What follows belongs to an exercise in optimizing a design on an open flow for small area, a short achievable clock period and few clock cycles; a production flow would make more cautious choices. Function was checked by simulation only, so behaviour that the tests miss may differ from the original. No activity file was given, so power comes from the tool's default toggle rates.

`flow/flow/run.sh`:
```
#!/bin/bash
# The standard layout (standard.sh, synthesis unchanged), with the
# input and output ports buffered by sky130_fd_sc_hd__buf_2 instead of the
# delay-cell buffer ORFS picks by default. make's full output goes to
# standard.log; ORFS keeps each step's log under orfs/logs/.
set -euo pipefail
export BUFFER_PORTS_ARGS="-buffer_cell sky130_fd_sc_hd__buf_2"
bash standard.sh > standard.log 2>&1
```
`flow/standard.sh`:
```
#!/bin/bash
# synth_recipe.tcl (not shown) runs the flow's synth.tcl, then flattens the netlist and writes it again
# the make line also repeats each setting of config.mk as NAME=value (left out here)
make -C /OpenROAD-flow-scripts/flow DESIGN_CONFIG=/design/flow/config.mk WORK_HOME=/design/flow/orfs CLKGATE_MAP_FILE= SYNTH_SCRIPT=/design/flow/synth_recipe.tcl "${@:-finish}"
```
`flow/config.mk`:
```
export PLATFORM = sky130hd
export DESIGN_NAME = eclog_core
export DESIGN_NICKNAME = eclog_core
export VERILOG_FILES = /design/flow/design.v
export SDC_FILE = /design/flow/constraint.sdc
export NUM_CORES = 4
export LEC_CHECK = 0
export ABC_AREA = 1
export CAP_MARGIN = 20
export CORE_MARGIN = 2
export CORE_UTILIZATION = 70
export PLACE_DENSITY = 0.85
export SETUP_SLACK_MARGIN = 4.3
export SLEW_MARGIN = 20
```
`flow/constraint.sdc`:
```
create_clock -name core_clock -period 7.0 [get_ports {clk}]
set_input_delay 1.4000 -clock core_clock [delete_from_list [all_inputs] [get_ports {clk}]]
set_output_delay 1.4000 -clock core_clock [all_outputs]
set_load 0.01 [all_outputs]
```
`flow/design.v`:
```
module eclog_crc_step (
    input  wire [15:0] crc_in,
    input  wire [7:0]  data,
    output wire [15:0] crc_out
);
    wire [7:0] x  = crc_in[15:8] ^ data;
    wire [7:0] xs = x ^ {4'b0000, x[7:4]};
    assign crc_out = {crc_in[7:0], 8'h00} ^ {xs[3:0], 12'h000} ^ {3'b000, xs, 5'b00000} ^ {8'h00, xs};
endmodule
module eclog_core (
    input  wire        clk,
    input  wire        rst,
    input  wire        in_valid,
    input  wire [7:0]  in_data,
    output reg         in_ready,
    output reg         out_valid,
    output reg  [7:0]  out_data,
    input  wire        out_ready,
    output reg         mem_req,
    output reg         mem_we,
    output reg  [10:0] mem_addr,
    output reg  [7:0]  mem_wdata,
    input  wire        mem_ready,
    input  wire [7:0]  mem_rdata
);
    localparam [7:0] NL = 8'h0A;
    localparam [6:0] P_BOOT  = 7'd0;
    localparam [6:0] P_ENTRY = 7'd6;
    localparam [6:0] P_ADDR  = 7'd17;
    localparam [6:0] P_NOENT = 7'd37;
    localparam [6:0] P_INV   = 7'd65;
    localparam [6:0] P_FULL  = 7'd80;
    reg         e_msg;         
    reg         e_pay;         
    reg         e_hex;         
    reg         e_sel;         
    reg  [6:0]  ptr;
    reg  [5:0]  oslot;         
    reg  [5:0]  scan_slot;     
    reg         scan_done;     
    reg  [1:0]  sph;           
    reg  [15:0] crc;
    reg         wr_erase;
    reg         wr_probe;      
    reg  [5:0]  cursor;
    reg         boot;          
    reg  [3:0]  lst;           
    reg         disp;          
    reg         rs;            
    reg         e_msg_n, e_pay_n, e_hex_n, e_sel_n;
    reg  [6:0]  ptr_n;
    reg  [5:0]  oslot_n;
    reg  [5:0]  scan_slot_n;
    reg         scan_done_n;
    reg  [1:0]  sph_n;
    reg  [15:0] crc_n;
    reg         wr_erase_n, wr_probe_n;
    reg  [5:0]  cursor_n;
    reg         boot_n;
    reg  [3:0]  lst_n;
    reg         disp_n;
    reg         rs_n;
    reg         out_valid_n;
    reg  [7:0]  out_data_n;
    reg         mem_we_n;
    reg  [10:0] mem_addr_n;
    reg  [7:0]  mem_wdata_n;
    reg  [7:0]  rom_char;
    localparam integer ROM_LEN = 97;
    localparam [5*ROM_LEN-1:0] ROM_CODES = 485'b00000010000110001100101010011000011001110111101100000111000110010011111001010010101110000001000101001010110000011100100100011001000100101100000011011001110110100000001000001000111010101011110011000011100110010101001100101010001110001010001100111011110110000011001000100101100000011011000011011111110111000010110001110001100111001100101100100010000100000010001111001100100111101101001011110000011010100001110001110011001010100011100010100011001110111111011000000101010100011110111100010;
    wire [4:0]  rom_code = ROM_CODES[5*ptr +: 5];
    always @* begin
        case (rom_code)
            5'd0: rom_char = 8'h0A;
            5'd2: rom_char = 8'h42;
            5'd3: rom_char = 8'h20;
            5'd8: rom_char = 8'h21;
            5'd10: rom_char = 8'h2E;
            5'd11: rom_char = 8'h30;
            5'd17: rom_char = 8'h3A;
            5'd23: rom_char = 8'h45;
            5'd24: rom_char = 8'h58;
            5'd26: rom_char = 8'h49;
            5'd27: rom_char = 8'h4C;
            5'd28: rom_char = 8'h4D;
            5'd29: rom_char = 8'h4E;
            default: rom_char = {3'b011, rom_code};
        endcase
    end
    reg  [1:0]  rom_next;      
    always @* begin
        case (ptr)
            7'd5, 7'd64, 7'd79, 7'd96: rom_next = 2'd1;
            7'd16:                      rom_next = 2'd2;
            7'd36:                      rom_next = 2'd3;
            default:                    rom_next = 2'd0;
        endcase
    end
    wire [15:0] crc_next;
    eclog_crc_step u_crc (
        .crc_in (crc),
        .data   (mem_rdata),
        .crc_out(crc_next)
    );
    wire [2:0]  fidx = mem_addr[2:0] + 3'd1;
    reg  [7:0]  frame_byte;
    always @* begin
        if (wr_probe)
            case (fidx)
                3'd0: frame_byte = "p";
                3'd1: frame_byte = "r";
                3'd2: frame_byte = "o";
                3'd3: frame_byte = "b";
                3'd4: frame_byte = "e";
                3'd5: frame_byte = 8'h00;
                3'd6: frame_byte = 8'h9E;
                default: frame_byte = 8'h61;
            endcase
        else
            case (fidx)
                3'd0: frame_byte = "B";
                3'd1: frame_byte = "o";
                3'd2: frame_byte = "o";
                3'd3: frame_byte = "t";
                3'd4: frame_byte = 8'h00;
                3'd5: frame_byte = 8'hBA;
                default: frame_byte = 8'h1C;
            endcase
    end
    wire wr_last = wr_erase ? (mem_addr[10:6] == 5'd31)
                            : (mem_addr[2:0] == {2'b11, wr_probe});
    localparam [3:0] L_EMPTY = 4'd0;
    localparam [3:0] L_ERASE = 4'd5;
    localparam [3:0] L_WRITE = 4'd10;
    localparam [3:0] L_READ  = 4'd14;
    localparam [3:0] L_BAD   = 4'd15;
    localparam [8*16-1:0] L_EXP = {8'h00, 8'h00, "dae", 8'h00, "etir", 8'h00, "esar", 8'h00};
    wire [7:0]  l_exp = L_EXP[8*lst +: 8];
    reg  [3:0]  lst_adv;
    always @* begin
        if (lst == L_EMPTY)
            lst_adv = (in_data == "e") ? 4'd1 :
                      (in_data == "w") ? 4'd6 :
                      (in_data == "r") ? 4'd11 : L_BAD;
        else if (lst == L_ERASE || lst == L_WRITE || lst == L_READ || lst == L_BAD
                 || in_data != l_exp)
            lst_adv = L_BAD;
        else
            lst_adv = lst + 4'd1;
    end
    reg  [3:0] hex_nib;
    always @* begin
        case (ptr[1:0])
            2'd3:    hex_nib = {1'b0, oslot[4:2]};
            2'd2:    hex_nib = {oslot[1:0], 2'b00};
            default: hex_nib = 4'd0;
        endcase
    end
    wire [7:0] hex_char = (ptr[1:0] == 2'd0) ? NL :
                          (hex_nib < 4'd10) ? (8'h30 + {4'h0, hex_nib})
                                            : (8'h37 + {4'h0, hex_nib});
    wire [1:0] hex_first = (oslot[4:2] != 3'd0) ? 2'd3 :
                           (oslot[1:0] != 2'd0) ? 2'd2 : 2'd1;
    wire ce       = !out_valid || out_ready;       
    wire take     = in_valid && in_ready;
    wire is_nl    = (in_data == NL);
    wire mr       = mem_ready;
    wire rz       = (mem_rdata == 8'h00);
    wire m_hi     = (mem_rdata == crc[15:8]);
    wire m_lo     = (mem_rdata == crc[7:0]);
    wire scan_use = !mem_we && !e_pay && !scan_done && !rs;
    wire boot_go  = boot && scan_done;
    wire idle     = !(e_msg || e_pay || e_hex || e_sel);
    wire go_msg   = disp && (d_full || d_msg);
    wire go_sel   = disp && d_read;
    wire go_wr    = disp && d_wr;
    wire em_msg   = e_msg || go_msg;
    wire em_sel   = e_sel || go_sel;
    wire d_erase  = (lst == L_ERASE);
    wire d_write  = (lst == L_WRITE) && !cursor[5];
    wire d_full   = (lst == L_WRITE) && cursor[5];
    wire d_read   = (lst == L_READ);
    wire d_msg    = !(lst == L_EMPTY || lst == L_ERASE || lst == L_WRITE || lst == L_READ);
    wire d_wr     = d_erase || d_write;
    wire d_bump   = d_write && (cursor == scan_slot);    
    wire sel_entry = (oslot != scan_slot);         
    wire sel_go    = sel_entry || scan_done;
    wire hex_last  = (ptr[1:0] == 2'd0);
    wire [5:0] ss_inc = scan_slot + 6'd1;
    wire       ss_top = (scan_slot == 6'd31);
    wire sc_bad  = (sph == 2'd0) ? (rz ? (mem_addr[5:0] == 6'd0) : (mem_addr[5:0] == 6'd60))
                 : (sph == 2'd1) ? !m_hi : !m_lo;
    wire sc_good = (sph == 2'd2) && m_lo;
    always @* begin
        if (boot_go)
            mem_addr_n = scan_slot[5] ? 11'd0 : {scan_slot[4:0], 6'd0};
        else if (mem_we)
            mem_addr_n = !mr ? mem_addr :
                         wr_last ? {scan_slot[4:0], 6'd0} :           
                         wr_erase ? {mem_addr[10:6] + 5'd1, mem_addr[5:0]} :
                                    {mem_addr[10:3], fidx};
        else if (e_pay)
            mem_addr_n = !(mr && ce) ? mem_addr : {mem_addr[10:6], mem_addr[5:0] + 6'd1};
        else if (rs)
            mem_addr_n = {scan_slot[4:0], 6'd0};                     
        else if (go_wr)
            mem_addr_n = d_erase ? 11'd0 : {cursor[4:0], 6'd0};
        else if (e_msg && rom_next == 2'd2 && ce)
            mem_addr_n = {oslot[4:0], 6'd0};
        else if (scan_use && mr)
            mem_addr_n = (sph == 2'd2) ? {ss_inc[4:0], 6'd0}
                                       : {mem_addr[10:6], mem_addr[5:0] + 6'd1};
        else
            mem_addr_n = mem_addr;
        if (!scan_use) begin
            sph_n = 2'd0;
            crc_n = 16'hFFFF;
        end else if (!mr) begin
            sph_n = sph;
            crc_n = crc;
        end else begin
            case (sph)
                2'd0:    sph_n = (rz && mem_addr[5:0] != 6'd0) ? 2'd1 : 2'd0;
                2'd1:    sph_n = 2'd2;
                default: sph_n = 2'd0;
            endcase
            crc_n = (sph == 2'd0) ? crc_next : (sph == 2'd2) ? 16'hFFFF : crc;
        end
        if (boot_go) begin
            scan_slot_n = scan_slot[5] ? 6'd0 : ss_inc;
            scan_done_n = scan_slot[5] || ss_top;
        end else if (disp && d_erase) begin
            scan_slot_n = 6'd0;
            scan_done_n = 1'b1;
        end else if (disp && d_bump) begin
            scan_slot_n = ss_inc;
            scan_done_n = ss_top;
        end else if (scan_use && mr && sc_good) begin
            scan_slot_n = ss_inc;
            scan_done_n = ss_top;
        end else begin
            scan_slot_n = scan_slot;
            scan_done_n = scan_done || (scan_use && mr && sc_bad);
        end
        if (boot_go || go_wr)
            mem_we_n = 1'b1;
        else if (mem_we && mr && wr_last)
            mem_we_n = 1'b0;
        else
            mem_we_n = mem_we;
        if (mem_we) begin
            wr_erase_n  = wr_erase;
            wr_probe_n  = wr_probe;
            mem_wdata_n = (mr && !wr_erase) ? frame_byte : mem_wdata;
        end else begin
            wr_erase_n  = boot ? scan_slot[5] : d_erase;
            wr_probe_n  = !boot;
            mem_wdata_n = (boot ? scan_slot[5] : d_erase) ? 8'h00 : boot ? "B" : "p";
        end
        if (boot_go)
            cursor_n = scan_slot[5] ? 6'd0 : scan_slot;
        else if (disp && d_erase)
            cursor_n = 6'd0;
        else if (mem_we && mr && wr_last && !wr_erase)
            cursor_n = cursor + 6'd1;
        else
            cursor_n = cursor;
        boot_n = boot && !scan_done;
        lst_n = take ? (is_nl ? lst : lst_adv) : disp ? L_EMPTY : lst;
        disp_n = take && is_nl;
        rs_n   = e_pay && ce && mr && rz;
        if (!ce)
            out_data_n = out_data;
        else if (em_msg)
            out_data_n = rom_char;
        else if (e_pay)
            out_data_n = rz ? "." : mem_rdata;
        else if (e_hex)
            out_data_n = hex_char;
        else if (em_sel)
            out_data_n = sel_entry ? "L" : "N";
        else
            out_data_n = in_data;                           
        out_valid_n = !ce || take || em_msg || (e_pay && mr) || e_hex || (em_sel && sel_go);
        if (boot_go)
            ptr_n = P_BOOT;
        else if (em_sel)
            ptr_n = sel_entry ? P_ENTRY + 7'd1 : P_NOENT + 7'd1;
        else if (go_msg)
            ptr_n = ce ? ptr + 7'd1 : ptr;
        else if (idle)
            ptr_n = d_full ? P_FULL : P_INV;
        else if (!ce)
            ptr_n = ptr;
        else if (e_msg)
            ptr_n = (rom_next == 2'd2) ? P_ADDR + 7'd1 :
                    (rom_next == 2'd3) ? {5'd0, hex_first} : ptr + 7'd1;
        else if (e_hex)
            ptr_n = {ptr[6:2], ptr[1:0] - 2'd1};
        else
            ptr_n = ptr;
        e_msg_n = (boot_go && !scan_slot[5])
               || (em_msg && !(ce && rom_next != 2'd0))
               || (e_pay && ce && mr && rz)
               || (em_sel && ce && sel_go);
        e_pay_n = (e_msg && ce && rom_next == 2'd2)
               || (e_pay && !(ce && mr && rz));
        e_hex_n = (e_msg && ce && rom_next == 2'd3)
               || (e_hex && !(ce && hex_last));
        e_sel_n = (e_hex && ce && hex_last)
               || (em_sel && !(ce && sel_go));
        if (idle && !disp)
            oslot_n = 6'd0;
        else if (e_hex && ce && hex_last)
            oslot_n = oslot + 6'd1;
        else
            oslot_n = oslot;
    end
    always @(posedge clk) begin
        if (rst) begin
            e_msg     <= 1'b0;
            e_pay     <= 1'b0;
            e_hex     <= 1'b0;
            e_sel     <= 1'b0;
            ptr       <= 7'd0;
            oslot     <= 6'd0;
            scan_slot <= 6'd0;
            scan_done <= 1'b0;
            sph       <= 2'd0;
            crc       <= 16'hFFFF;
            wr_erase  <= 1'b0;
            wr_probe  <= 1'b0;
            cursor    <= 6'd0;
            boot      <= 1'b1;
            lst       <= L_EMPTY;
            disp      <= 1'b0;
            rs        <= 1'b0;
            out_valid <= 1'b0;
            out_data  <= 8'h00;
            mem_we    <= 1'b0;
            mem_addr  <= 11'd0;
            mem_wdata <= 8'h00;
            in_ready  <= 1'b0;
            mem_req   <= 1'b1;
        end else begin
            e_msg     <= e_msg_n;
            e_pay     <= e_pay_n;
            e_hex     <= e_hex_n;
            e_sel     <= e_sel_n;
            ptr       <= ptr_n;
            oslot     <= oslot_n;
            scan_slot <= scan_slot_n;
            scan_done <= scan_done_n;
            sph       <= sph_n;
            crc       <= crc_n;
            wr_erase  <= wr_erase_n;
            wr_probe  <= wr_probe_n;
            cursor    <= cursor_n;
            boot      <= boot_n;
            lst       <= lst_n;
            disp      <= disp_n;
            rs        <= rs_n;
            out_valid <= out_valid_n;
            out_data  <= out_data_n;
            mem_we    <= mem_we_n;
            mem_addr  <= mem_addr_n;
            mem_wdata <= mem_wdata_n;
            in_ready  <= !boot_n && !(e_msg_n || e_pay_n || e_hex_n || e_sel_n)
                         && !mem_we_n && !out_valid_n;
            mem_req   <= mem_we_n || e_pay_n || !scan_done_n;
        end
    end
endmodule
```
==> results of run 1 <==
-- routing by layer --
metal  track usage  vias up  routed length [um]
met5             0        -                   0
met4         0.164        0                1000
met3        0.0601      121                2590
met2         0.625      600               10600
met1         0.536     3866                9220
li1              -     4136                   -
-- cell families (layout without fill, tap and decap cells) --
family,Yosys count,count (layout),share of synthesized area
simple gates,608,609,0.365
compound gates,260,260,0.202
buf+inv,180,241,0.0991
flops,88,88,0.240
xor+xnor,37,37,0.0442
fa+ha+maj,29,29,0.0495
-- critical path: stages (launching register included) --
cell and delay (ns):
dfxtp_4 0.39, clkinvlp_4 0.16, ha_4 0.29, nand2_2 0.10, nand2_1 0.06, nand2_1 0.07, nand4_1 0.16, buf_4 0.20
o21ai_4 0.27, nor2_4 0.08, nand3_1 0.13, nand2_4 0.10, nor3_4 0.33, nand3_1 0.12, nand3_1 0.13, a21oi_1 0.07
-- per-stage QoR --
step | cells | hold slack [ns] | utilization | setup WS (ns) | cell area [um^2]
4_1_cts | 1376 | 0.467 | 0.774 | 4.31 | 7920
2_1_floorplan | 1202 | 0.460 | - | 4.33 | 7330
6_report | 1400 | 0.465 | 0.828 | 4.25 | 8470
3_3_place_gp | 1353 | 0.450 | 0.740 | 3.41 | 7570
5_1_grt | 1400 | 0.486 | 0.828 | 4.06 | 8470
3_5_place_dp | 1353 | 0.452 | 0.740 | 3.31 | 7570
-- Yosys cell counts (all sizes together) --
cell	count	area [um^2]
a221oi	2	17.5
nor2	155	637
dfxtp	88	1760
o311ai	1	8.76
buf	16	104
nor3	26	141
a21oi	90	450
o21ai	97	497
nand3	102	543
a211oi	11	82.6
clkbuf	20	76.3
o31ai	8	60.1
xor2	18	158
nor4	7	43.8
a31oi	15	93.8
o21bai	1	7.51
ha	29	363
o22ai	14	87.6
o32ai	2	17.5
o211ai	9	67.6
nor4b	1	8.76
or2	6	37.5
xnor2	19	166
and3	1	6.26
or4	1	7.51
a21boi	1	7.51
inv	139	527
nor3b	3	22.5
nand2	285	1090
nand4	21	131
a32o	3	30.0
clkinv	5	18.8
o2111ai	2	17.5
a311oi	2	17.5
o21a	2	15.0
-- area by class of cell --
type / instances / area share
Timing Repair inverter: 1 / 0.000591
Sequential cell: 88 / 0.210
Multi-Input combinational cell: 935 / 0.617
Inverter: 144 / 0.0666
Clock inverter: 7 / 0.00990
Clock buffer: 9 / 0.0146
Timing Repair Buffer: 80 / 0.0612
Tap cell: 136 / 0.0201
-- registers in the layout (all words and copies together), names as in the netlist, 2 cells and up --
register   flops
crc           16
mem_addr      11
mem_wdata      8
out_data       8
ptr            7
cursor         6
oslot          6
scan_slot      6
lst            4
sph            2
-- power breakdown --
part	leakage [nW]	total, mW	internal, mW	switching, mW
combinational	2.98	0.661	0.241	0.420
sequential	0.722	0.597	0.542	0.0549
clock	0.103	0.380	0.172	0.209
total	3.80	1.64	0.955	0.684
-- path summary, 6_finish.rpt --
kind	start	to	slack (ns)
worst min-delay path	mem_wdata[5]	mem_wdata[5]	0.47
worst max-delay path	ptr[0]	out_data[4]	4.25
worst min register to register	mem_wdata[5]	mem_wdata[5]	0.47
worst max register to register	ptr[0]	out_data[4]	4.25
-- what timing repair did --
item / CTS / global route
cloned: 1 / 1
pin swaps: 3 / 35
hold buffers: 0 / 0
endpoints found under the setup margin: 57 / 43
setup buffers: 6 / 23
gates resized for setup: 28 / 84
==> metrics.md, run 1 <==
| Metric | Value |
|---|---|
| Status | `complete, no violations` |
| Filler Cell Count | `between 700 and 800` |
| All-Layer GR Usage | `0.394` |
| Seq cells post-synth | `88` |
| Synthesis Warnings | `1` |
| Die Y-Extent | `~110 um` |
| Final Skew | `approximately 0.016 ns` |
| CTS Buffer Depth | `2` |
| Row cnt | `37` |
| Worst path required time | `around 7.3 ns` |
| Critical path class | `reg -> reg` |
| Post-DR vias/cell | `6.23` |
| Post-DP HPWL | `between 15,000 and 20,000 um` |
| Vias in the first global route | `roughly 7,600` |
| R2R cell count | `15` |
| RSZ-0062 raised after global routing | `true` |
| CP Max Fanout | `6` |
| Clock transition at the registers of the reported paths | `about 0.10 ns` |
| CTS tree | `built` |
| Period utilization | `0.393` |
| Multi-input logic area | `~5200 um^2` |
| CP endpoint kind | `flip-flop` |
| Critical Path AT | `3.04 ns` |
| DRC violations left | `0` |
| Number of distinct library cells after synthesis | `approximately 50` |
| Gpl congestion | `slightly below 1` |
| PwrDens | `between 150 and 200 nW/um^2` |
| Worst-skew pair later-pin latency | `~0.39 ns` |
| Total grt overflow | `0` |
| Final setup viols | `0` |
| Post-Route WL | `between 20,000 and 25,000 um` |
| Fmax | `0.363 GHz` |
| Initial core utilization | `0.716` |
| Seq/Total Area, Yosys | `0.240` |
| Fin nets | `1,309` |
| Lkg Pwr | `3.80 nW` |
| Initial antenna violation count | `0` |
| Final Hold Vio Count | `0` |
| Flip-flop and latch area | `~1800 um^2` |
| Commonest non-fill, non-tap cell in the layout | `nand2_1` |
| Vias | `around 8,700` |
| I/O pin total | `52` |
| First-pass GRT wire length | `roughly 36,000 um` |
| Maximum VDD drop | `0.000186 V` |
| Max-capacitance violation count | `0` |
| Final setup TNS | `0 ns` |
| Worst slew pin tran | `~0.66 ns` |
| Final-report max-slew violation count | `0` |
| Most frequent cells in the layout | `nand2_1, nor2_1, inv_1, o21ai_0, a21oi_1` |
| Post-DRT Antenna Nets | `0` |
| CTS sink cnt | `around 90` |
| Fraction of layout cells with a size suffix above 1 | `0.177` |
| Worst hold path type | `reg -> reg` |
| Mapped cell area | `7330 um^2` |
| Power Total | `1.64 mW` |
| Die Area | `~11,000 um^2` |
| IO Port Bufs | `51` |
| Post-synthesis area per instance | `slightly above 6 um^2` |
| Cells after synthesis | `1,202` |
| Syn Nets | `approximately 1,300` |
| CTS buffer count | `9` |
| Layout Area Growth over Synthesis | `15.6%` |
| Pin count of the biggest net entering global routing | `34` |
| Root Buffer | `clkbuf_8` |
| CORE AREA | `between 10,000 and 15,000 um^2` |
| Min Tclk post-route | `roughly 2.8 ns` |
| First drt pass iteration count | `6` |
| DR WL/cell | `roughly 17 um` |
| ANT cells | `0` |
| Setup crit start kind | `flip-flop` |
| WHS Path Cells | `2` |
| H-tree levels | `3` |
| Worst slew margin | `0.558` |
| DR iter-0 viols | `1,152` |
| Die Wd | `roughly 110 um` |
Testbench counts, summed over its fixed seeds: cycles 45,479.
==> run 2: changes to the inputs <==
==> flow/config.mk (replaced) <==
export PLATFORM = sky130hd
export DESIGN_NAME = eclog_core
export DESIGN_NICKNAME = eclog_core
export VERILOG_FILES = /design/flow/design.v
export SDC_FILE = /design/flow/constraint.sdc
export NUM_CORES = 4
export LEC_CHECK = 0
export ABC_AREA = 0
export CAP_MARGIN = 20
export CORE_MARGIN = 2
export CORE_UTILIZATION = 60
export PLACE_DENSITY = 0.75
export SETUP_SLACK_MARGIN = 4.3
export SLEW_MARGIN = 20
==> metrics.md, run 2 <==
| Metric | Value |
|---|---|
| Status | `complete, no violations (unchanged)` |
| Final Skew | `0.00625 ns (was 0.0158 ns)` |
| Final setup viols | `0 (unchanged)` |
| Clk pwr share | `0.261 (was 0.232)` |
| Biggest register | `crc (unchanged)` |
| Post-synthesis area per instance | `7.36 um^2 (was 6.09 um^2)` |
| Number of distinct library cells after synthesis | `89 (was 49)` |
| Die Y-Extent | `116 um (was 106 um)` |
| CP endpoint kind | `flip-flop (unchanged)` |
| Root Buffer | `clkbuf_16 (was clkbuf_8)` |
| Cells after synthesis | `1,018 (was 1,202)` |
| ANT cells | `0 (unchanged)` |
| H-tree levels | `3 (unchanged)` |
| Setup crit start kind | `primary input (was flip-flop)` |
| Row cnt | `40 (was 37)` |
| Fraction of layout cells with a size suffix above 1 | `0.204 (was 0.177)` |
| Reg2reg start | `ptr[2] (was ptr[0])` |
| Maximum VDD drop | `0.000194 V (was 0.000186 V)` |
| Most frequent cells in the layout | `nor2_1, nand2_1, dfxtp_1, a21oi_1, buf_4 (was nand2_1, nor2_1, inv_1, o21ai_0, a21oi_1)` |
| Post-DR vias/cell | `6.50 (was 6.23)` |
| Min Tclk post-route | `2.86 ns (was 2.75 ns)` |
| Final-report max-slew violation count | `0 (unchanged)` |
| CTS buffer count | `9 (unchanged)` |
| Switch share | `0.379 (was 0.417)` |
| Critical Path AT | `3.09 ns (was 3.04 ns)` |
| Fraction of registers with async set/reset | `0 (unchanged)` |
| Initial core utilization | `0.619 (was 0.716)` |
| Setup crit end | `mem_req (was out_data[4])` |
| Initial antenna violation count | `0 (unchanged)` |
| Non-Filler Instances | `1,233 (was 1,400)` |
| CP Max Fanout | `5 (was 6)` |
| Period utilization | `0.409 (was 0.393)` |
| Worst-skew pair later-pin latency | `0.36 ns (was 0.39 ns)` |
| WHS Path Cells | `2 (unchanged)` |
| Area leader, netlist | `dfxtp_1 (unchanged)` |
| Vias in the first global route | `6,747 (was 7,613)` |
| Worst reg2reg setup slack | `4.24 ns (was 4.25 ns)` |
| PwrDens | `223 nW/um^2 (was 194 nW/um^2)` |
| Placed instance count | `1,160 (was 1,353)` |
| Commonest cells post-synth | `nor2_1, nand2_1, dfxtp_1 (was nand2_1, nor2_1, inv_1)` |
| DR iter-0 viols | `1,223 (was 1,152)` |
| Largest cells by area after synthesis | `dfxtp_1, a21oi_1, nor2_1, xnor2_1, ha_1 (was dfxtp_1, nand2_1, nor2_1, nand3_1, inv_1)` |
| Commonest non-fill, non-tap cell in the layout | `nor2_1 (was nand2_1)` |
| Synthesis Warnings | `1 (unchanged)` |
| First drt pass iteration count | `11 (was 6)` |
| Post-DRT Antenna Nets | `0 (unchanged)` |
| Worst slew pin tran | `0.930 ns (was 0.656 ns)` |
| Post-CTS Hold Buffers | `0 (unchanged)` |
| Syn Nets | `1,068 (was 1,252)` |
| I/O pin total | `52 (unchanged)` |
| Power Total | `1.96 mW (was 1.64 mW)` |
| RSZ-0062 raised after global routing | `true (unchanged)` |
| First-pass GRT wire length | `35,400 um (was 36,200 um)` |
| Clock transition at the registers of the reported paths | `0.06 ns (was 0.10 ns)` |
| Die Area | `13,400 um^2 (was 11,300 um^2)` |
| All-Layer GR Usage | `0.332 (was 0.394)` |
| Mapped cell area | `7490 um^2 (was 7330 um^2)` |
| Final Hold Vio Count | `0 (unchanged)` |
| Lkg Pwr | `3.43 nW (was 3.80 nW)` |
| Post-Route WL | `23,300 um (was 23,400 um)` |
| CTS Buffer Depth | `2 (unchanged)` |
| Internal power | `1.22 mW (was 0.955 mW)` |
| CP startpoint | `mem_rdata[0] (was ptr[0])` |
| Worst slew margin | `0.376 (was 0.558)` |
| CORE AREA | `12,100 um^2 (was 10,200 um^2)` |
| Post-route cell area | `8790 um^2 (was 8470 um^2)` |
| Layout Area Growth over Synthesis | `17.3% (was 15.6%)` |
| Worst hold path type | `reg -> reg (unchanged)` |
| Seq cells post-synth | `88 (unchanged)` |
| Post-synth EDFFs | `0 (unchanged)` |
| IO Port Bufs | `51 (unchanged)` |
| Max FFs per register | `16 (unchanged)` |
| Max-capacitance violation count | `0 (unchanged)` |
| Seq/Total Area, Yosys | `0.235 (was 0.240)` |
| Share of the synthesized area in the top cell type | `0.235 (was 0.240)` |
| Post-DP HPWL | `14,700 um (was 16,100 um)` |
| Cell with the most instances after synthesis | `nor2_1 (was nand2_1)` |
| Gpl congestion | `0.953 (was 0.992)` |
| Pin count of the biggest net entering global routing | `48 (was 34)` |
| Critical path class | `in -> reg (was reg -> reg)` |
| Vias | `8,015 (was 8,723)` |
| Comb power frac | `0.408 (was 0.404)` |
| Fin nets | `1,110 (was 1,309)` |
| DRC violations left | `0 (unchanged)` |
| Sequential group share of total power | `0.331 (was 0.364)` |
| Dpl cell area | `7630 um^2 (was 7570 um^2)` |
| R2R cell count | `10 (was 15)` |
| CTS tree | `built (unchanged)` |
| Fmax | `0.349 GHz (was 0.363 GHz)` |
| Die Wd | `116 um (was 106 um)` |
| Worst path required time | `7.23 ns (was 7.29 ns)` |
| Final setup TNS | `0 ns (unchanged)` |
| Total grt overflow | `0 (unchanged)` |
| Reg2reg end | `out_data[3] (was out_data[4])` |
| Net Switching | `0.742 mW (was 0.684 mW)` |
| CTS sink cnt | `88 (unchanged)` |
| DR WL/cell | `18.9 um (was 16.7 um)` |
| Ys flop type | `dfxtp_1 (unchanged)` |
| Biggest regs | `crc x16, mem_addr x11 (unchanged)` |
run 2: cell count changes after synthesis, moves of 11 or more:
cell      delta
nand2b_1    +23
inv_2       -11
nand2_1    -179
and2_1      +12
nand3_1     -72
inv_1       -88
xnor2_1     +23
nor2_1      -43
o21ai_0     -33
clkbuf_1    +27
buf_2       +16
nor2b_1     +20
run 2: critical path, cell delays in order:
cell and delay, ns:
buf_12 0.11, or4_4 0.54, nor3_2 0.16, o21ai_1 0.09, a221oi_2 0.33, o31ai_2 0.10, a221oi_2 0.26, nand3_1 0.10
run 2: how the worst min path moves through the flow:
stage | to | slack [ns] | start
after floorplan | out_data[7] | 0.48 | out_data[7]
after global placement | mem_wdata[3] | 0.44 | mem_wdata[3]
after detailed placement | out_data[7] | 0.45 | out_data[7]
after CTS | out_data[7] | 0.46 | out_data[7]
after global routing | out_data[7] | 0.48 | out_data[7]
final | out_data[7] | 0.45 | out_data[7]
run 2: layout make-up:
class,count,area [um^2]
repair buffers,111,797
well taps,168,210
inverters,39,159
clock buffers,12,246
multi-input cells,811,5550
fillers,984,3320
clock inverters,4,52.6
flip-flops and latches,88,1780
run 2: layer usage:
layer	track usage	share of wire
met5	0	0
met4	0.121	0.027
met3	0.0377	0.076
met2	0.506	0.46
met1	0.485	0.44
run 2: power by group through the flow:
stage	combinational [mW]	clock [mW]	sequential (mW)
floorplan	0.526	0	0.628
global placement	0.631	0	0.654
detailed placement	0.637	0	0.654
CTS	0.680	0.512	0.644
global route	0.870	0.530	0.656
finish	0.799	0.511	0.648
run 2: cells by family after synthesis:
| logic type | Yosys count | synth area share |
|---|---|---|
| buffers and inverters | 120 | 0.0708 |
| flip-flops | 88 | 0.235 |
| adder cells (fa/ha/maj) | 29 | 0.0484 |
| XOR/XNOR | 68 | 0.0795 |
| AO/OA/AOI/OAI | 308 | 0.278 |
| multiplexers | 16 | 0.0269 |
| AND/OR/NAND/NOR | 389 | 0.262 |
run 2: what timing repair did:
item                                    CTS  global route
pin swaps                                 9            25
resized for setup                        47            54
cloned                                    0             1
buffers inserted                         17            39
hold endpoints to repair                  0             0
endpoints found under the setup margin   47            49
run 2: per-stage QoR:
stage	utilization	hold slack [ns]	setup slack, ns
6_report	0.726	0.452	4.14
3_3_place_gp	0.630	0.443	3.32
4_1_cts	0.680	0.460	4.12
3_5_place_dp	0.630	0.451	3.30
5_1_grt	0.726	0.482	4.05
2_1_floorplan	-	0.476	4.02
==> run 3: changes to the inputs <==
--- a/flow/config.mk
+++ b/flow/config.mk
@@ -5,10 +5,13 @@
 export SDC_FILE = /design/flow/constraint.sdc
 export NUM_CORES = 4
 export LEC_CHECK = 0
-export ABC_AREA = 0
+export ABC_AREA = 1
 export CAP_MARGIN = 20
 export CORE_MARGIN = 2
 export CORE_UTILIZATION = 60
+export CTS_BUF_LIST = sky130_fd_sc_hd__clkbuf_8
+export CTS_CLUSTER_DIAMETER = 60
+export CTS_CLUSTER_SIZE = 30
 export PLACE_DENSITY = 0.75
 export SETUP_SLACK_MARGIN = 4.3
 export SLEW_MARGIN = 20
==> metrics.md, run 3 <==
| Metric | Value |
|---|---|
| Worst hold path type | `reg -> reg (unchanged)` |
| Delay-heaviest family, CP | `simple AND/OR/NAND/NOR gates (unchanged)` |
| Switch share | `0.398 (was 0.379)` |
| Max FFs per register | `16 (unchanged)` |
| Status | `complete, no violations (unchanged)` |
| Post-Synth Simple-Gate Area | `0.365 (was 0.262)` |
| First-pass GRT wire length | `36,000 um (was 35,400 um)` |
| Seq cells post-synth | `88 (unchanged)` |
| DR iter-0 viols | `873 (was 1,223)` |
| Crit-path slowest cell | `dfxtp_4 (was or4_4)` |
| Clk pwr share | `0.239 (was 0.261)` |
| Worst slew pin tran | `0.703 ns (was 0.930 ns)` |
| H-tree levels | `3 (unchanged)` |
| Commonest cells post-synth | `nand2_1, nor2_1, inv_1 (was nor2_1, nand2_1, dfxtp_1)` |
| Most frequent cells in the layout | `nand2_1, nor2_1, inv_1, nand3_1 (was nor2_1, nand2_1, dfxtp_1, a21oi_1, buf_4)` |
| Clock transition at the registers of the reported paths | `0.08 ns (was 0.06 ns)` |
| Cell with the most instances after synthesis | `nand2_1 (was nor2_1)` |
| Fraction of layout cells with a size suffix above 1 | `0.155 (was 0.204)` |
| Synthesis Warnings | `1 (unchanged)` |
| Final setup TNS | `0 ns (unchanged)` |
| Net Switching | `0.641 mW (was 0.742 mW)` |
| Worst reg2reg setup slack | `4.31 ns (was 4.24 ns)` |
| Layout Area Growth over Synthesis | `13.8% (was 17.3%)` |
| Worst path required time | `7.27 ns (was 7.23 ns)` |
| Non-Filler Instances | `1,403 (was 1,233)` |
| Placed instance count | `1,364 (was 1,160)` |
| Ys flop type | `dfxtp_1 (unchanged)` |
| Min Tclk post-route | `2.69 ns (was 2.86 ns)` |
| Fmax | `0.372 GHz (was 0.349 GHz)` |
| CTS tree | `built (unchanged)` |
| Die Y-Extent | `114 um (was 116 um)` |
| Final setup viols | `0 (unchanged)` |
| Gpl congestion | `0.955 (was 0.953)` |
| DR WL/cell | `16.4 um (was 18.9 um)` |
| Post-synthesis area per instance | `6.09 um^2 (was 7.36 um^2)` |
| Biggest regs | `crc x16, mem_addr x11 (unchanged)` |
| Fraction of registers with async set/reset | `0 (unchanged)` |
| Worst slew margin | `0.526 (was 0.376)` |
| Final Hold Vio Count | `0 (unchanged)` |
| I/O pin total | `52 (unchanged)` |
| Total grt overflow | `0 (unchanged)` |
| Number of distinct library cells after synthesis | `49 (was 89)` |
| Post-DRT Antenna Nets | `0 (unchanged)` |
| CP peak stage delay | `0.39 ns (was 0.54 ns)` |
| CTS Buffer Depth | `2 (unchanged)` |
| PwrDens | `193 nW/um^2 (was 223 nW/um^2)` |
| Area leader, netlist | `dfxtp_1 (unchanged)` |
| Critical path class | `reg -> reg (was in -> reg)` |
| Most used cell, CP | `nand2_1 (was a221oi_2)` |
| Largest family of logic cells by synthesized area | `simple AND/OR/NAND/NOR gates (was compound AO/OA/AOI/OAI gates)` |
| Post-DR vias/cell | `5.97 (was 6.50)` |
| Cells after synthesis | `1,202 (was 1,018)` |
| Post-synth EDFFs | `0 (unchanged)` |
| Commonest non-fill, non-tap cell in the layout | `nand2_1 (was nor2_1)` |
| Maximum VDD drop | `0.000158 V (was 0.000194 V)` |
| Initial antenna violation count | `0 (unchanged)` |
| Vias in the first global route | `7,401 (was 6,747)` |
| Initial core utilization | `0.612 (was 0.619)` |
| CP Max Fanout | `6 (was 5)` |
| CTS buffer count | `9 (unchanged)` |
| Worst-skew pair later-pin latency | `0.39 ns (was 0.36 ns)` |
| Buf/Inv on CP | `5 (was 1)` |
| Comb power frac | `0.389 (was 0.408)` |
| Setup crit start kind | `flip-flop (was primary input)` |
| Vias | `8,382 (was 8,015)` |
| Root Buffer | `clkbuf_8 (was clkbuf_16)` |
| Mux cell area share after synthesis | `0 (was 0.0269)` |
| ANT cells | `0 (unchanged)` |
| Row cnt | `40 (unchanged)` |
| Adder-cell share of the synthesized area | `0.0495 (was 0.0484)` |
| Seq/Total Area, Yosys | `0.240 (was 0.235)` |
| CTS sink cnt | `88 (unchanged)` |
| XOR/XNOR Fraction of Synth Area | `0.0442 (was 0.0795)` |
| Critical Path AT | `2.96 ns (was 3.09 ns)` |
| IO Port Bufs | `51 (unchanged)` |
| Period utilization | `0.384 (was 0.409)` |
| Post-synthesis compound-gate area fraction | `0.202 (was 0.278)` |
| Post-DP HPWL | `16,700 um (was 14,700 um)` |
| Largest cells by area after synthesis | `dfxtp_1, nand2_1, nor2_1, nand3_1, inv_1 (was dfxtp_1, a21oi_1, nor2_1, xnor2_1, ha_1)` |
| All-Layer GR Usage | `0.341 (was 0.332)` |
| CP endpoint kind | `flip-flop (unchanged)` |
| Fin nets | `1,303 (was 1,110)` |
| Lkg Pwr | `3.76 nW (was 3.43 nW)` |
| Mapped cell area | `7330 um^2 (was 7490 um^2)` |
| Syn Nets | `1,252 (was 1,068)` |
| RSZ-0062 raised after global routing | `true (unchanged)` |
| Internal power | `0.970 mW (was 1.22 mW)` |
| Final Skew | `0.0102 ns (was 0.00625 ns)` |
| CP cell instances | `clkinvlp_4 > buf_6 > ha_4 > inv_2 > nand2_1 > nand2_1 > nand2_1 > nor2_1 > nor2_1 > nand2_1 > o21ai_4 > buf_12 > buf_4 > nand2_1 > nand2_1 > nand2_1 > nand2_2 > nor2_4 > nand3_1 > nand3_1 > a21oi_1 (was buf_12 > or4_4 > nor3_2 > o21ai_1 > a221oi_2 > o31ai_2 > a221oi_2 > nand3_1)` |
| Pin count of the biggest net entering global routing | `34 (was 48)` |
| Biggest register | `crc (unchanged)` |
| Sequential group share of total power | `0.373 (was 0.331)` |
| Die Area | `13,100 um^2 (was 13,400 um^2)` |
| Share of the synthesized area in the top cell type | `0.240 (was 0.235)` |
| DRC violations left | `0 (unchanged)` |
| Die Wd | `114 um (was 116 um)` |
| Final-report max-slew violation count | `0 (unchanged)` |
| Post-Route WL | `23,000 um (was 23,300 um)` |
| CORE AREA | `12,000 um^2 (was 12,100 um^2)` |
| First drt pass iteration count | `8 (was 11)` |
| Max-capacitance violation count | `0 (unchanged)` |
run 3: changes by cell type after synthesis, moves of 27 or more:
cell and delta:
clkbuf_1 -27, nand3_1 +72, inv_1 +88, nand2_1 +179
o21ai_0 +33, nor2_1 +43
run 3: cells by family (layout without fill, tap and decap cells):
kind of cell,after synthesis,after routing
AOI/OAI and AO/OA,260,260
xor gates and xnor gates,37,37
buffers and inverters,180,234
adders and majority gates,29,29
DFF,88,88
and+or+nand+nor,608,608
run 3: layer usage:
layer / global-route usage / vias to the layer above / wire, um
met1: 0.467 / 3827 / 10100
met4: 0.120 / 0 / 536
met5: 0 / - / 0
met3: 0.0609 / 48 / 1750
li1: - / 4127 / -
met2: 0.540 / 380 / 10500
run 3: per-stage QoR:
stage	worst slack, ns	instance area, um^2	power [mW]	util	hold WS (ns)
floorplan	4.33	7330	1.01	-	0.460
global placement	3.33	7580	1.14	0.634	0.452
detailed placement	3.27	7580	1.15	0.634	0.455
CTS	4.24	7870	1.53	0.658	0.468
global route	4.20	8340	1.70	0.697	0.485
finish	4.31	8340	1.61	0.697	0.463
run 3: final cells by class:
| type | count | area (um^2) |
|---|---|---|
| Clock buffer | 9 | 124 |
| Clock inverter | 5 | 76.3 |
| Fill cell | 1108 | 3620 |
| Inverter | 144 | 563 |
| Multi-Input combinational cell | 934 | 5120 |
| Sequential cell | 88 | 1780 |
| Tap cell | 147 | 184 |
| Timing Repair Buffer | 75 | 480 |
| Timing Repair inverter | 1 | 5.00 |
run 3: timing repair:
item | 4_1_cts | 5_1_grt
cloned | 1 | 0
hold buffers | 0 | 0
setup endpoints to repair | 56 | 58
resized for setup | 24 | 76
pin swaps | 2 | 20
setup buffers | 0 | 24
run 3: worst paths after layout:
check | to | start | cells past startpoint
max | out_data[2] | ptr[0] | 21
min | mem_wdata[4] | mem_wdata[4] | 2
max reg2reg | out_data[2] | ptr[0] | 21
min reg2reg | mem_wdata[4] | mem_wdata[4] | 2
run 3: worst min-delay path: stages (launching register included):
cell	delay, ns
dfxtp_1	0.31
nand2_1	0.06
a21oi_1	0.05
run 3: power by group through the flow:
stage	sequential, mW	combinational (mW)	clock, mW
after global placement	0.609	0.534	0
after detailed placement	0.609	0.538	0
after global routing	0.606	0.692	0.403
after CTS	0.599	0.550	0.385
after floorplan	0.592	0.414	0
final	0.600	0.626	0.384
==> run 4: changes to the inputs <==
--- a/flow/config.mk
+++ b/flow/config.mk
@@ -9,9 +9,7 @@
 export CAP_MARGIN = 20
 export CORE_MARGIN = 2
 export CORE_UTILIZATION = 60
-export CTS_BUF_LIST = sky130_fd_sc_hd__clkbuf_8
-export CTS_CLUSTER_DIAMETER = 60
-export CTS_CLUSTER_SIZE = 30
+export GPL_TIMING_DRIVEN = 1
 export PLACE_DENSITY = 0.75
 export SETUP_SLACK_MARGIN = 4.3
 export SLEW_MARGIN = 20
==> metrics.md, run 4 <==
| Metric | Value |
|---|---|
| Clk pwr share | `0.295 (was 0.239)` |
| Fraction of layout cells with a size suffix above 1 | `0.159 (was 0.155)` |
| Worst hold path type | `reg -> reg (unchanged)` |
| CTS tree | `built (unchanged)` |
| Power Total | `1.73 mW (was 1.61 mW)` |
| Met1 Resource Use GR | `0.475 (was 0.467)` |
| Layout Area Growth over Synthesis | `14.7% (was 13.8%)` |
| Pin count of the biggest net entering global routing | `34 (unchanged)` |
| Seq cells post-synth | `88 (unchanged)` |
| Synthesis Warnings | `1 (unchanged)` |
| Fmax | `0.379 GHz (was 0.372 GHz)` |
| Clock transition at the registers of the reported paths | `0.06 ns (was 0.08 ns)` |
| Vias | `8,374 (was 8,382)` |
| Post-Route WL | `22,800 um (was 23,000 um)` |
| First-pass GRT wire length | `36,100 um (was 36,000 um)` |
| Filler Cell Count | `1,094 (was 1,108)` |
| RSZ-0062 raised after global routing | `true (unchanged)` |
| Buf/Inv on CP | `4 (was 5)` |
| Post-DRT Antenna Nets | `0 (unchanged)` |
| Fin nets | `1,305 (was 1,303)` |
| Worst-skew pair later-pin latency | `0.36 ns (was 0.39 ns)` |
| Largest cells by area after synthesis | `dfxtp_1, nand2_1, nor2_1, nand3_1, inv_1 (unchanged)` |
| CP cell instances | `clkinvlp_4 > buf_4 > ha_4 > inv_2 > nand2_1 > nand2_1 > nand2_1 > nor2_1 > nor2_1 > nand2_1 > o21ai_4 > buf_12 > nor2_4 > nand4_1 > nand2_2 > nor2_4 > nand3_4 > nand3_1 > nand2_1 > a21oi_1 (was clkinvlp_4 > buf_6 > ha_4 > inv_2 > nand2_1 > nand2_1 > nand2_1 > nor2_1 > nor2_1 > nand2_1 > o21ai_4 > buf_12 > buf_4 > nand2_1 > nand2_1 > nand2_1 > nand2_2 > nor2_4 > nand3_1 > nand3_1 > a21oi_1)` |
| Flip-flop and latch area | `1780 um^2 (about the same)` |
| Biggest regs | `crc x16, mem_addr x11 (unchanged)` |
| Number of distinct library cells after synthesis | `49 (unchanged)` |
| Post-DR vias/cell | `5.96 (was 5.97)` |
| H-tree levels | `3 (unchanged)` |
| Critical Path AT | `2.88 ns (was 2.96 ns)` |
| Share of the synthesized area in the top cell type | `0.240 (unchanged)` |
| Worst slew pin tran | `0.702 ns (was 0.703 ns)` |
| Biggest register | `crc (unchanged)` |
| Sequential group share of total power | `0.348 (was 0.373)` |
| PwrDens | `206 nW/um^2 (was 193 nW/um^2)` |
| Worst path required time | `7.24 ns (was 7.27 ns)` |
| Commonest non-fill, non-tap cell in the layout | `nand2_1 (unchanged)` |
| Post-DP HPWL | `16,700 um (unchanged)` |
| All-Layer GR Usage | `0.342 (was 0.341)` |
| Net Switching | `0.647 mW (was 0.641 mW)` |
| DR WL/cell | `16.2 um (was 16.4 um)` |
| CTS Buffer Depth | `2 (unchanged)` |
| Post-synth EDFFs | `0 (unchanged)` |
| Switch share | `0.374 (was 0.398)` |
| GR peak layer | `met2 (unchanged)` |
| Max FFs per register | `16 (unchanged)` |
| First drt pass iteration count | `8 (unchanged)` |
| Non-Filler Instances | `1,405 (was 1,403)` |
| Final Skew | `0.00723 ns (was 0.0102 ns)` |
| Status | `complete, no violations (unchanged)` |
| Most frequent cells in the layout | `nand2_1, nor2_1, inv_1, nand3_1 (unchanged)` |
| Commonest cells post-synth | `nand2_1, nor2_1, inv_1 (unchanged)` |
| Gpl congestion | `0.955 (unchanged)` |
| Min Tclk post-route | `2.64 ns (was 2.69 ns)` |
| Comb power frac | `0.357 (was 0.389)` |
| Row cnt | `40 (unchanged)` |
| Delay-heaviest family, CP | `simple AND/OR/NAND/NOR gates (unchanged)` |
| Syn Nets | `1,252 (unchanged)` |
| Max-capacitance violation count | `0 (unchanged)` |
| CP Max Fanout | `7 (was 6)` |
| I/O pin total | `52 (unchanged)` |
| Vias in the first global route | `7,384 (was 7,401)` |
| Die Y-Extent | `114 um (unchanged)` |
| Total grt overflow | `0 (unchanged)` |
| Cell with the most instances after synthesis | `nand2_1 (unchanged)` |
| Root Buffer | `clkbuf_16 (was clkbuf_8)` |
| Initial core utilization | `0.612 (unchanged)` |
| Final Hold Vio Count | `0 (unchanged)` |
| Lkg Pwr | `3.80 nW (was 3.76 nW)` |
| Die Wd | `114 um (unchanged)` |
| Area leader, netlist | `dfxtp_1 (unchanged)` |
| Met2 Track Usage GR | `0.538 (was 0.540)` |
| Cells after synthesis | `1,202 (unchanged)` |
| CP endpoint kind | `flip-flop (unchanged)` |
| Critical path class | `reg -> reg (unchanged)` |
| CTS buffer count | `9 (unchanged)` |
| Mapped cell area | `7330 um^2 (unchanged)` |
| IO Port Bufs | `51 (unchanged)` |
| Period utilization | `0.377 (was 0.384)` |
| Internal power | `1.08 mW (was 0.970 mW)` |
| CTS sink cnt | `88 (unchanged)` |
| Final setup viols | `0 (unchanged)` |
| CORE AREA | `12,000 um^2 (unchanged)` |
| Multi-input logic area | `5110 um^2 (was 5120 um^2)` |
| Die Area | `13,100 um^2 (unchanged)` |
| Post-synthesis area per instance | `6.09 um^2 (unchanged)` |
| ANT cells | `0 (unchanged)` |
| Maximum VDD drop | `0.000162 V (was 0.000158 V)` |
| Fraction of registers with async set/reset | `0 (unchanged)` |
| Setup crit start kind | `flip-flop (unchanged)` |
| CP peak stage delay | `0.39 ns (about the same)` |
| Final setup TNS | `0 ns (unchanged)` |
| Worst slew margin | `0.527 (was 0.526)` |
| DR iter-0 viols | `841 (was 873)` |
| Initial antenna violation count | `0 (unchanged)` |
| GR met3 Demand/Resource | `0.0513 (was 0.0609)` |
| Ys flop type | `dfxtp_1 (unchanged)` |
| Most used cell, CP | `nand2_1 (unchanged)` |
| Crit-path slowest cell | `dfxtp_4 (unchanged)` |
| Seq/Total Area, Yosys | `0.240 (unchanged)` |
| DRC violations left | `0 (unchanged)` |
| Final-report max-slew violation count | `0 (unchanged)` |
| Placed instance count | `1,364 (unchanged)` |
## run 4: cell counts after synthesis
No cell type changed its count.
## run 4: area by class of cell
cell class | count | area share
Timing Repair Buffer | 76 | 0.0550
Timing Repair inverter | 1 | 0.000596
Multi-Input combinational cell | 935 | 0.608
Clock buffer | 11 | 0.0277
Tap cell | 147 | 0.0219
Sequential cell | 88 | 0.211
Inverter | 144 | 0.0670
Clock inverter | 3 | 0.00819
## run 4: power by group through the flow
stage                     Clock [mW]  Sequential (mW)  Combinational, mW
after global placement             0            0.609              0.534
after detailed placement           0            0.609              0.538
after global routing           0.529            0.606              0.683
after CTS                      0.511            0.599              0.551
final                          0.510            0.601              0.617
after floorplan                    0            0.592              0.414
## run 4: cell families (layout without fill, tap and decap cells)
kind of cell / count (synthesis) / count (layout) / share of synthesized area
simple gates: 608 / 609 / 0.365
flops: 88 / 88 / 0.240
fa+ha+maj: 29 / 29 / 0.0495
buf+inv: 180 / 235 / 0.0991
xor+xnor: 37 / 37 / 0.0442
compound gates: 260 / 260 / 0.202
## run 4: final timing paths
kind         slack, ns            to          from  cells past startpoint
min reg2reg       0.46  mem_wdata[4]  mem_wdata[4]                      2
max reg2reg       4.36   out_data[6]        ptr[0]                     20
min               0.46  mem_wdata[4]  mem_wdata[4]                      2
max               4.36   out_data[6]        ptr[0]                     20
## run 4: metal layers
| layer | wire (um) | vias up |
|---|---|---|
| li1 | - | 4136 |
| met1 | 9900 | 3817 |
| met2 | 10500 | 375 |
| met3 | 1870 | 46 |
| met4 | 546 | 0 |
| met5 | 0 | - |
## run 4: what timing repair did
item | 4_1_cts | 5_1_grt
hold endpoints to repair | 0 | 0
resized for setup | 24 | 60
cloned | 1 | 1
endpoints found under the setup margin | 57 | 54
hold buffers | 0 | 0
setup buffers | 0 | 25
pin swaps | 1 | 16
## run 4: per-stage QoR
step	utilization	hold slack [ns]	worst slack (ns)	cell area [um^2]
detailed placement	0.634	0.455	3.27	7580
floorplan	-	0.460	4.33	7330
global placement	0.634	0.452	3.33	7580
global route	0.702	0.481	4.26	8400
finish	0.702	0.462	4.36	8400
CTS	0.666	0.464	4.22	7970
## run 4: worst register-to-register path: stages, from the launching register on
cell and delay (ns):
dfxtp_4 0.39, clkinvlp_4 0.15, buf_4 0.18, ha_4 0.18, inv_2 0.07, nand2_1 0.08
nand2_1 0.08, nand2_1 0.06, nor2_1 0.12, nor2_1 0.05, nand2_1 0.10, o21ai_4 0.08
buf_12 0.14, nor2_4 0.12, nand4_1 0.18, nand2_2 0.17, nor2_4 0.05, nand3_4 0.11
nand3_1 0.09, nand2_1 0.08, a21oi_1 0.06
==> run 5: changes to the inputs <==
--- a/flow/config.mk
+++ b/flow/config.mk
@@ -9,7 +9,6 @@
 export CAP_MARGIN = 20
 export CORE_MARGIN = 2
 export CORE_UTILIZATION = 60
-export GPL_TIMING_DRIVEN = 1
 export PLACE_DENSITY = 0.75
 export SETUP_SLACK_MARGIN = 4.3
 export SLEW_MARGIN = 20
==> metrics.md, run 5 <==
| Metric | Value |
|---|---|
| Worst slew margin | `0.527 (unchanged)` |
| RSZ-0062 raised after global routing | `true (unchanged)` |
| Post-route cell area | `8400 um^2 (unchanged)` |
| Power Total | `1.73 mW (unchanged)` |
| Post-synthesis area per instance | `6.09 um^2 (unchanged)` |
| Max-capacitance violation count | `0 (unchanged)` |
| IO Port Bufs | `51 (unchanged)` |
| Initial antenna violation count | `0 (unchanged)` |
| Number of distinct library cells after synthesis | `49 (unchanged)` |
| Worst reg2reg setup slack | `4.36 ns (about the same)` |
| Seq/Total Area, Yosys | `0.240 (unchanged)` |
| CTS Buffer Depth | `2 (unchanged)` |
| DR iter-0 viols | `841 (unchanged)` |
| CORE AREA | `12,000 um^2 (unchanged)` |
| Hold-critical path endpoint | `mem_wdata[4] (unchanged)` |
| Biggest register | `crc (unchanged)` |
| Worst hold path type | `reg -> reg (unchanged)` |
| Post-DRT Antenna Nets | `0 (unchanged)` |
| Mapped cell area | `7330 um^2 (unchanged)` |
| Post-DR vias/cell | `5.96 (unchanged)` |
| Max FFs per register | `16 (unchanged)` |
| Synthesis Warnings | `1 (unchanged)` |
| Seq cells post-synth | `88 (unchanged)` |
| H-tree levels | `3 (unchanged)` |
| I/O pin total | `52 (unchanged)` |
| DRC violations left | `0 (unchanged)` |
| Post-CTS Hold Buffers | `0 (unchanged)` |
| Layout Area Growth over Synthesis | `14.7% (unchanged)` |
| Worst-skew pair later-pin latency | `0.36 ns (about the same)` |
| Fin nets | `1,305 (unchanged)` |
| First drt pass iteration count | `8 (unchanged)` |
| First-pass GRT wire length | `36,100 um (unchanged)` |
| Worst hold path startpoint | `mem_wdata[4] (unchanged)` |
| Commonest cells post-synth | `nand2_1, nor2_1, inv_1 (unchanged)` |
| Area leader, netlist | `dfxtp_1 (unchanged)` |
| Setup crit start kind | `flip-flop (unchanged)` |
| Syn Nets | `1,252 (unchanged)` |
| Status | `complete, no violations (unchanged)` |
| CTS sink cnt | `88 (unchanged)` |
| Lkg Pwr | `3.80 nW (unchanged)` |
| R2R cell count | `20 (unchanged)` |
| Ys flop type | `dfxtp_1 (unchanged)` |
| Period utilization | `0.377 (unchanged)` |
| Cell with the most instances after synthesis | `nand2_1 (unchanged)` |
| Total grt overflow | `0 (unchanged)` |
| Gpl congestion | `0.955 (unchanged)` |
| Final setup TNS | `0 ns (unchanged)` |
| Final Skew | `0.00723 ns (unchanged)` |
| Post-DP HPWL | `16,700 um (unchanged)` |
| All-Layer GR Usage | `0.342 (unchanged)` |
| Multi-input logic area | `5110 um^2 (unchanged)` |
| CP endpoint kind | `flip-flop (unchanged)` |
| WHS Path Cells | `2 (unchanged)` |
| Reg2reg end | `out_data[6] (unchanged)` |
| DR WL/cell | `16.2 um (unchanged)` |
| Reg2reg start | `ptr[0] (unchanged)` |
| CP Max Fanout | `7 (unchanged)` |
| Clock transition at the registers of the reported paths | `0.06 ns (about the same)` |
| Die Area | `13,100 um^2 (unchanged)` |
| Final setup viols | `0 (unchanged)` |
| Flip-flop and latch area | `1780 um^2 (unchanged)` |
| Fraction of registers with async set/reset | `0 (unchanged)` |
| ANT cells | `0 (unchanged)` |
| Largest cells by area after synthesis | `dfxtp_1, nand2_1, nor2_1, nand3_1, inv_1 (unchanged)` |
| Pin count of the biggest net entering global routing | `34 (unchanged)` |
| CTS tree | `built (unchanged)` |
| Vias | `8,374 (unchanged)` |
| Maximum VDD drop | `0.000162 V (unchanged)` |
| Final-report max-slew violation count | `0 (unchanged)` |
| CTS buffer count | `9 (unchanged)` |
| Vias in the first global route | `7,384 (unchanged)` |
| Cells after synthesis | `1,202 (unchanged)` |
| Final Hold Vio Count | `0 (unchanged)` |
| Post-Route WL | `22,800 um (unchanged)` |
| Fraction of layout cells with a size suffix above 1 | `0.159 (unchanged)` |
| Die Y-Extent | `114 um (unchanged)` |
| Commonest non-fill, non-tap cell in the layout | `nand2_1 (unchanged)` |
| PwrDens | `206 nW/um^2 (unchanged)` |
| Critical path class | `reg -> reg (unchanged)` |
| Biggest regs | `crc x16, mem_addr x11 (unchanged)` |
| Filler Cell Count | `1,094 (unchanged)` |
| Worst slew pin tran | `0.702 ns (unchanged)` |
| Post-synth EDFFs | `0 (unchanged)` |
| Root Buffer | `clkbuf_16 (unchanged)` |
| Worst path required time | `7.24 ns (about the same)` |
| Critical Path AT | `2.88 ns (about the same)` |
| Most frequent cells in the layout | `nand2_1, nor2_1, inv_1, nand3_1 (unchanged)` |
| Dpl cell area | `7580 um^2 (unchanged)` |
| Row cnt | `40 (unchanged)` |
| Min Tclk post-route | `2.64 ns (unchanged)` |
| Fmax | `0.379 GHz (unchanged)` |
| Die Wd | `114 um (unchanged)` |
| Share of the synthesized area in the top cell type | `0.240 (unchanged)` |
| Initial core utilization | `0.612 (unchanged)` |
-- run 5: cell counts after synthesis --
No cell type changed its count.
-- run 5: what timing repair did --
item,4_1_cts,5_1_grt
setup buffers,0,25
pin swaps,1,16
setup endpoints to repair,57,54
gates cloned,1,1
gates resized for setup,24,60
-- run 5: how the worst max path moves through the flow --
stage,startpoint,depth (start not counted),slack [ns],end
after global placement,mem_ready,8,3.33,crc[1]
after floorplan,out_ready,9,4.33,mem_addr[5]
after global routing,ptr[0],19,4.26,out_data[4]
after detailed placement,mem_ready,8,3.27,crc[1]
final,ptr[0],20,4.36,out_data[6]
after CTS,out_ready,10,4.22,mem_addr[4]
-- run 5: area by class of cell --
cell class | instances | share of cell area
clock buffers | 11 | 0.0277
clock inverters | 3 | 0.00819
inverters | 144 | 0.0670
multi-input cells | 935 | 0.608
flip-flops and latches | 88 | 0.211
well taps | 147 | 0.0219
repair buffers | 76 | 0.0550
repair inverters | 1 | 0.000596
-- run 5: report_power, final --
part / internal, mW / total, mW / switching (mW) / leakage (nW)
clock network: 0.310 / 0.510 / 0.200 / 0.146
logic: 0.229 / 0.617 / 0.389 / 2.93
registers: 0.543 / 0.601 / 0.0578 / 0.720
-- run 5: cells by family (layout without fill, tap and decap cells) --
logic type      after synthesis  after routing  share of synthesized area
xor+xnor                     37             37                     0.0442
simple gates                608            609                      0.365
buf+inv                     180            235                     0.0991
fa+ha+maj                    29             29                     0.0495
compound gates              260            260                      0.202
flops                        88             88                      0.240
-- run 5: metal layers --
metal  share of wire  vias to the layer above  global-route usage
met5               0                        -                   0
met4           0.024                        0               0.127
met3           0.082                       46              0.0513
met2            0.46                      375               0.538
met1            0.43                     3817               0.475
li1                -                     4136                   -
-- run 5: through the flow --
stage	hold WS, ns	utilization	worst slack [ns]	instances
global route	0.481	0.702	4.26	1405
detailed placement	0.455	0.634	3.27	1364
finish	0.462	0.702	4.36	1405
global placement	0.452	0.634	3.33	1364
CTS	0.464	0.666	4.22	1379
floorplan	0.460	-	4.33	1202
-- run 5: critical path, cell delays in order, from the launching register on --
cell and delay, ns:
dfxtp_4 0.39, clkinvlp_4 0.15, buf_4 0.18, ha_4 0.18
inv_2 0.07, nand2_1 0.08, nand2_1 0.08, nand2_1 0.06
nor2_1 0.12, nor2_1 0.05, nand2_1 0.10, o21ai_4 0.08
buf_12 0.14, nor2_4 0.12, nand4_1 0.18, nand2_2 0.17
nor2_4 0.05, nand3_4 0.11, nand3_1 0.09, nand2_1 0.08
a21oi_1 0.05
==> run 6: changes to the inputs <==
--- a/flow/config.mk
+++ b/flow/config.mk
@@ -6,9 +6,9 @@
 export NUM_CORES = 4
 export LEC_CHECK = 0
 export ABC_AREA = 1
-export CAP_MARGIN = 20
+export CAP_MARGIN = 5
 export CORE_MARGIN = 2
 export CORE_UTILIZATION = 60
 export PLACE_DENSITY = 0.75
 export SETUP_SLACK_MARGIN = 4.3
-export SLEW_MARGIN = 20
+export SLEW_MARGIN = 5
==> metrics.md, run 6 <==
| Metric | Value |
|---|---|
| Critical path class | `reg -> reg (unchanged)` |
| CTS tree | `built (unchanged)` |
| Biggest register | `crc (unchanged)` |
| All-Layer GR Usage | `0.342 (unchanged)` |
| CTS sink cnt | `88 (unchanged)` |
| CORE AREA | `12,000 um^2 (unchanged)` |
| DR iter-0 viols | `841 (unchanged)` |
| Vias | `8,374 (unchanged)` |
| CP startpoint | `ptr[0] (unchanged)` |
| Worst path required time | `7.24 ns (about the same)` |
| Final Hold Vio Count | `0 (unchanged)` |
| Post-DP HPWL | `16,700 um (unchanged)` |
| Fraction of layout cells with a size suffix above 1 | `0.159 (unchanged)` |
| Die Y-Extent | `114 um (unchanged)` |
| CP endpoint kind | `flip-flop (unchanged)` |
| Cell with the most instances after synthesis | `nand2_1 (unchanged)` |
| Worst hold path type | `reg -> reg (unchanged)` |
| Final setup TNS | `0 ns (unchanged)` |
| Max FFs per register | `16 (unchanged)` |
| Biggest regs | `crc x16, mem_addr x11 (unchanged)` |
| Fmax | `0.379 GHz (unchanged)` |
| Final-report max-slew violation count | `0 (unchanged)` |
| Post-synth EDFFs | `0 (unchanged)` |
| Share of the synthesized area in the top cell type | `0.240 (unchanged)` |
| Commonest non-fill, non-tap cell in the layout | `nand2_1 (unchanged)` |
| Fraction of registers with async set/reset | `0 (unchanged)` |
| I/O pin total | `52 (unchanged)` |
| Initial core utilization | `0.612 (unchanged)` |
| Power Total | `1.73 mW (unchanged)` |
| Area leader, netlist | `dfxtp_1 (unchanged)` |
| Post-CTS Hold Buffers | `0 (unchanged)` |
| Post-layout util | `0.702 (unchanged)` |
| Commonest cells post-synth | `nand2_1, nor2_1, inv_1 (unchanged)` |
| Die Area | `13,100 um^2 (unchanged)` |
| Max-capacitance violation count | `0 (unchanged)` |
| DRC violations left | `0 (unchanged)` |
| Die Wd | `114 um (unchanged)` |
| Maximum VDD drop | `0.000162 V (unchanged)` |
| DR WL/cell | `16.2 um (unchanged)` |
| Clock transition at the registers of the reported paths | `0.06 ns (about the same)` |
| Vias in the first global route | `7,384 (unchanged)` |
| Critical Path AT | `2.88 ns (about the same)` |
| Worst-skew pair later-pin latency | `0.36 ns (about the same)` |
| Final setup viols | `0 (unchanged)` |
| CP Max Fanout | `7 (unchanged)` |
| Status | `complete, no violations (unchanged)` |
| Pin count of the biggest net entering global routing | `34 (unchanged)` |
| Post-synthesis area per instance | `6.09 um^2 (unchanged)` |
| Post-route cell area | `8400 um^2 (unchanged)` |
| Seq/Total Area, Yosys | `0.240 (unchanged)` |
| Worst slew pin tran | `0.702 ns (unchanged)` |
| Reg2reg start | `ptr[0] (unchanged)` |
| Min Tclk post-route | `2.64 ns (unchanged)` |
| Post-DRT Antenna Nets | `0 (unchanged)` |
| Cells after synthesis | `1,202 (unchanged)` |
| Worst slew margin | `0.527 (unchanged)` |
| Mapped cell area | `7330 um^2 (unchanged)` |
| Lkg Pwr | `3.80 nW (unchanged)` |
| Root Buffer | `clkbuf_16 (unchanged)` |
| Row cnt | `40 (unchanged)` |
| Most frequent cells in the layout | `nand2_1, nor2_1, inv_1, nand3_1 (unchanged)` |
| Ys flop type | `dfxtp_1 (unchanged)` |
| ANT cells | `0 (unchanged)` |
| Dpl cell area | `7580 um^2 (unchanged)` |
| Period utilization | `0.377 (unchanged)` |
| PwrDens | `206 nW/um^2 (unchanged)` |
| Total grt overflow | `0 (unchanged)` |
| Syn Nets | `1,252 (unchanged)` |
| First-pass GRT wire length | `36,100 um (unchanged)` |
| Worst setup margin | `4.36 ns (unchanged)` |
| Place WS | `3.27 ns (unchanged)` |
| Layout Area Growth over Synthesis | `14.7% (unchanged)` |
| Placed instance count | `1,364 (unchanged)` |
| Final Skew | `0.00723 ns (unchanged)` |
| Fin nets | `1,305 (unchanged)` |
| Post-Route WL | `22,800 um (unchanged)` |
| CTS buffer count | `9 (unchanged)` |
| H-tree levels | `3 (unchanged)` |
| First drt pass iteration count | `8 (unchanged)` |
| Setup crit start kind | `flip-flop (unchanged)` |
| RSZ-0062 raised after global routing | `true (unchanged)` |
| Non-Filler Instances | `1,405 (unchanged)` |
| Largest cells by area after synthesis | `dfxtp_1, nand2_1, nor2_1, nand3_1, inv_1 (unchanged)` |
| IO Port Bufs | `51 (unchanged)` |
| Fin Hold WS | `0.462 ns (unchanged)` |
| Seq cells post-synth | `88 (unchanged)` |
| Number of distinct library cells after synthesis | `49 (unchanged)` |
| Post-DR vias/cell | `5.96 (unchanged)` |
| Worst hold path startpoint | `mem_wdata[4] (unchanged)` |
| Synthesis Warnings | `1 (unchanged)` |
| Initial antenna violation count | `0 (unchanged)` |
| CTS Buffer Depth | `2 (unchanged)` |
| Gpl congestion | `0.955 (unchanged)` |
==> run 6: worst max-delay path, stage by stage, from the launching register on <==
cell	delay, ns
dfxtp_4	0.39
clkinvlp_4	0.15
buf_4	0.18
ha_4	0.18
inv_2	0.07
nand2_1	0.08
nand2_1	0.08
nand2_1	0.06
nor2_1	0.12
nor2_1	0.05
nand2_1	0.10
o21ai_4	0.08
buf_12	0.14
nor2_4	0.12
nand4_1	0.18
nand2_2	0.17
nor2_4	0.05
nand3_4	0.11
nand3_1	0.09
nand2_1	0.08
a21oi_1	0.05
==> run 6: layout make-up <==
class | instances | area, um^2
Fill cell | 1094 | 3560
Clock inverter | 3 | 68.8
Timing Repair inverter | 1 | 5.00
Tap cell | 147 | 184
Timing Repair Buffer | 76 | 462
Multi-Input combinational cell | 935 | 5110
Inverter | 144 | 563
Clock buffer | 11 | 233
Sequential cell | 88 | 1780
==> run 6: cell families (layout without fill, tap and decap cells) <==
logic type,Yosys count,count (layout),synth area share
compound gates,260,260,0.202
flops,88,88,0.240
xor+xnor,37,37,0.0442
buf+inv,180,235,0.0991
fa+ha+maj,29,29,0.0495
simple gates,608,609,0.365
==> run 6: power by group <==
| part | switching [mW] | total [mW] | internal, mW |
|---|---|---|---|
| Combinational | 0.389 | 0.617 | 0.229 |
| Sequential | 0.0578 | 0.601 | 0.543 |
| Clock | 0.200 | 0.510 | 0.310 |
==> run 6: path summary, 6_finish.rpt <==
kind,to,slack [ns],cells after the start
max,out_data[6],4.36,20
min,mem_wdata[4],0.46,2
min reg2reg,mem_wdata[4],0.46,2
max reg2reg,out_data[6],4.36,20
==> run 6: routing by layer <==
layer | wire length (um) | up-vias | GRT usage | share of wire
li1 | - | 4136 | - | -
met1 | 9900 | 3817 | 0.475 | 0.43
met2 | 10500 | 375 | 0.538 | 0.46
met3 | 1870 | 46 | 0.0513 | 0.082
met4 | 546 | 0 | 0.127 | 0.024
met5 | 0 | - | 0 | 0
==> run 6: what timing repair did <==
action | 4_1_cts | 5_1_grt
resized for setup | 24 | 60
setup endpoints to repair | 57 | 54
setup buffers | 0 | 25
cloned | 1 | 1
pin swaps | 1 | 16

Re-timed with assumed drivers on the ports (clkbuf_16 on the clock, buf_2 on other inputs), run 6 has 4.360 ns of setup slack against 4.360 ns with ideal ports, and 4.028 ns once port delays also move by the mid clock arrival of 0.393 ns.
